Source: an optimization exercise on an open RTL-to-GDS flow (aim: small area). Production flows keep margins and buffers that such runs may drop.

==> inputs of v8 <==
==> flow/design.v (excerpt) <==
module rfm70_dispatch (
    input  wire        clk,
    input  wire        rst,
    input  wire [19:0] settle_cycles,
    input  wire        req_valid,
    output wire        req_ready,
    input  wire [3:0]  req_op,
    input  wire [7:0]  req_arg,
    input  wire [5:0]  req_len,
    output wire        rsp_valid,
    output wire [1:0]  rsp_err,
    output wire        rsp_has_status,
    output wire [7:0]  rsp_status,
    input  wire        buf_we,
    input  wire [4:0]  buf_addr,
    input  wire [7:0]  buf_wdata,
    output wire [7:0]  buf_rdata,
    output wire        spi_cs_n,
    output wire        spi_sck,
    output wire        spi_mosi,
    input  wire        spi_miso,
    input  wire        spi_fault,
    output reg         ce
);
==> flow/config.mk <==
export PLATFORM = sky130hd
export DESIGN_NAME = rfm70_dispatch
export DESIGN_NICKNAME = rfm70_dispatch
export VERILOG_FILES = /design/flow/design.v
export SDC_FILE = /design/flow/constraint.sdc
export NUM_CORES = 4
export LEC_CHECK = 0
export ABC_AREA = 1
export CAP_MARGIN = 20
export CORE_MARGIN = 2
export CORE_UTILIZATION = 55
export PLACE_DENSITY = 0.7
export SLEW_MARGIN = 20
==> flow/constraint.sdc <==
create_clock -name core_clock -period 10.0 [get_ports {clk}]
set_input_delay 2.0000 -clock core_clock [delete_from_list [all_inputs] [get_ports {clk}]]
set_output_delay 2.0000 -clock core_clock [all_outputs]
set_load 0.01 [all_outputs]
standard.sh (not shown) runs the stock make flow with config.mk's settings and CLKGATE_MAP_FILE= SYNTH_SCRIPT=/design/flow/synth_recipe.tcl, a recipe that flattens the netlist after the stock synthesis.
==> flow/flow/run.sh <==
#!/bin/bash
# Own layout flow: the standard layout (standard.sh, ORFS) with
#  - an area-oriented ABC script for the combinational mapping: each
#    script in flow/abc/ is tried on the standard synthesis and the one
#    giving the smallest netlist is kept (the registers are mapped by the
#    same dfflibmap step before ABC runs, so they keep the standard
#    synthesis's names and cell types whatever the script),
#  - the smallest buffer on each port,
#  - a clock tree of a few large clock buffers without dummy loads.
# Each tool run's output goes to a log file of its own in this folder.
set -euo pipefail
W=$(pwd)
rm -rf "$W/scripts_own"
cp -r "$FLOW_HOME/scripts" "$W/scripts_own"

best=""; best_area=""
for f in "$W"/flow/abc/*.script; do
  s=$(basename "$f" .script)
  cp "$f" "$W/scripts_own/abc_area.script"
  rm -rf "$W/orfs"
  if bash standard.sh SCRIPTS_DIR="$W/scripts_own" synth > "$W/synth_try_$s.log" 2>&1; then
    a=$(grep -o "Chip area for module '.rfm70_dispatch': [0-9.]*" \
          "$W"/orfs/reports/*/rfm70_dispatch/base/synth_stat.txt | awk '{print $NF}')
    echo "abc script $s: area $a" >> "$W/synth_tries.log"
    if [[ -n "$a" ]] && { [[ -z "$best_area" ]] || awk -v a="$a" -v b="$best_area" 'BEGIN{exit !(a<b)}'; }; then
      best=$s; best_area=$a
    fi
  else
    echo "abc script $s: failed" >> "$W/synth_tries.log"
  fi
done
echo "chosen: $best ($best_area)" >> "$W/synth_tries.log"
cp "$W/flow/abc/$best.script" "$W/scripts_own/abc_area.script"
rm -rf "$W/orfs"

CTS="-sink_clustering_enable -repair_clock_nets -dont_use_dummy_load"
CTS="$CTS -buf_list sky130_fd_sc_hd__clkbuf_16 -sink_clustering_size 30 -sink_clustering_max_diameter 100"
bash standard.sh \
  SCRIPTS_DIR="$W/scripts_own" \
  BUFFER_PORTS_ARGS="-buffer_cell sky130_fd_sc_hd__buf_1" \
  CTS_ARGS="$CTS" \
  finish > "$W/flow_make.log" 2>&1
==> flow/flow/abc/b3.script <==
strash
dch -f
map -a
strash
dch -f
map -a
strash
dch -f
map -a
topo
==> flow/flow/abc/c1.script <==
strash
dch -f
map -a
strash
dch -f
map -a
strash
dch -f
map -a
strash
dch -f
map -a
strash
dch -f
map -a
topo
==> flow/flow/abc/c4.script <==
strash
dch -f
map -a
strash
dch -f
map -a
strash
dch -f
map -a
strash
dch -f
amap
topo
==> flow/flow/abc/c5.script <==
strash
ifraig
scorr
dc2
strash
dch -f
map -a
strash
dch -f
map -a
strash
dch -f
map -a
topo
==> flow/flow/abc/d3.script <==
strash
dch -f
map -a
strash
dch -f
map -a
strash
dch -f
map -a
strash
dch -f
map -a
strash
dch -f
map -a
strash
dch -f
map -a
strash
dch -f
amap
topo
==> inputs of v6, as changes to v8 <==
==> flow/flow/run.sh (replaced) <==
#!/bin/bash
# Own layout flow: the standard layout (standard.sh, ORFS), with
#  - an area-oriented ABC script for the combinational mapping (the
#    registers are mapped by the same dfflibmap step as the standard
#    synthesis, so they keep their names and cell types),
#  - the smallest buffer on each port,
#  - a clock tree of small clock buffers without dummy loads.
# Every tool's output goes to a log file of its own in this folder.
set -euo pipefail
W=$(pwd)
rm -rf "$W/scripts_own"
cp -r "$FLOW_HOME/scripts" "$W/scripts_own"
cp "$W/flow/abc_area.script" "$W/scripts_own/abc_area.script"
CTS="-sink_clustering_enable -repair_clock_nets -dont_use_dummy_load -buf_list sky130_fd_sc_hd__clkbuf_8 -sink_clustering_size 30"
bash standard.sh \
  SCRIPTS_DIR="$W/scripts_own" \
  BUFFER_PORTS_ARGS="-buffer_cell sky130_fd_sc_hd__buf_1" \
  CTS_ARGS="$CTS" \
  finish > "$W/flow_make.log" 2>&1
==> flow/flow/abc_area.script (new file) <==
strash
dch -f
map -a
strash
dch -f
map -a
strash
dch -f
map -a
topo
Settings changed: CORE_UTILIZATION 55 to 40, PLACE_DENSITY 0.7 to unset.
removed: flow/flow/abc/b3.script
removed: flow/flow/abc/c1.script
removed: flow/flow/abc/c4.script
removed: flow/flow/abc/c5.script
removed: flow/flow/abc/d3.script
==> inputs of v31, as changes to v8 <==
==> flow/run.sh (new file) <==
#!/bin/bash
# synth_recipe.tcl (not shown) runs the flow's synth.tcl, then flattens the netlist and writes it again
# the make line also repeats each setting of config.mk as NAME=value (left out here)
make -C /OpenROAD-flow-scripts/flow DESIGN_CONFIG=/design/flow/config.mk WORK_HOME=/design/flow/orfs CLKGATE_MAP_FILE= SYNTH_SCRIPT=/design/flow/synth_recipe.tcl finish
Settings changed: CORE_UTILIZATION 55 to 40, CTS_BUF_LIST set to sky130_fd_sc_hd__clkbuf_4, PLACE_DENSITY 0.7 to unset.
removed: flow/flow/run.sh
removed: flow/flow/abc/b3.script
removed: flow/flow/abc/c1.script
removed: flow/flow/abc/c4.script
removed: flow/flow/abc/c5.script
removed: flow/flow/abc/d3.script
removed: flow/standard.sh
==> run notes <==
In non-clock buffer count, v8 and v31 do not differ.
Synthesized cell count, lowest first: v8, v6, v31.
Maximum frequency: v6 is higher than v31 (about 3%).
Global-route usage: v6 is higher than v31 (1.2 points).
Against v6, the final area of v8 is smaller by 5.1%.
Setup slack, highest first: v6, v8, v31.
Die area, highest first: v31, v6, v8.
==> figures <==
metric                                                                      v31          v8          v6
Vias in the first global route                                            11785        9406       10344
Number of clock-tree buffers in the layout                                  125          15          54
CTS Root Cell                                                          clkbuf_4   clkbuf_16    clkbuf_8
FF-to-FF path depth                                                           7          15          16
Result of the run                              no timing/DRC/antenna violations  no timing/DRC/antenna violations  no timing/DRC/antenna violations
Global-route usage over all layers                                       21.62%      28.65%      22.83%
Worst vdd ir                                                          0.1649 mV   0.2090 mV   0.1414 mV
First-pass GRT wire length                                             67.08 mm    57.37 mm    63.00 mm
Share of final-layout standard cells stronger than drive strength 1      11.10%      2.961%      6.594%
Type of element launching the critical path                          input port        flop  input port
Post-synthesis compound-gate area fraction                               8.448%      18.26%      16.85%
Iter 0 DRT Violations                                                      1175        1458        1034
Critical path's slowest cell                                             nor2_4    clkinv_1      nor2_4
Buffers outside the clock class                                              92          92          99
Post-route standard cell area excluding fillers                      17820 um^2  15220 um^2  16050 um^2
Starting Density                                                         40.76%      55.82%      40.24%
No functional check of the RTL was part of any run of this note.

[port drivers added, routing unchanged]
The results above use ideal ports. As a check the final layouts listed here were re-extracted and re-timed, cells and wires unchanged. Step 1 (the two cells are an assumption about what drives the block):
set clk [get_ports {clk}]
set_driving_cell -lib_cell sky130_fd_sc_hd__clkbuf_16 $clk
set_driving_cell -lib_cell sky130_fd_sc_hd__buf_2 [delete_from_list [all_inputs] $clk]
Step 2 times the ports against the registers' clock, not the clock port: input delays grow and output delays shrink by t, the midpoint of the rising clock arrivals with the driver on. a / b / c = ideal ports / drivers / drivers and shift; a / b = the first two.
run | t, ns | setup WS [ns] | hold slack, ns | cell pins on the clock port's net
v8 | 0.541 | 2.928 / 2.876 / 3.004 | 0.460 / 0.460 / 0.460 | 1
v6 | 0.619 | 2.933 / 2.908 / 2.908 | 0.432 / 0.432 / 0.432 | 1
v31 | 0.787 | 2.724 / 2.695 / 2.695 | 0.439 / 0.439 / 0.439 | 1
After both steps every run listed still meets setup and hold. For v31, which loses most, drivers alone change the setup slack by -0.029 ns; drivers and shift together by -0.029 ns.
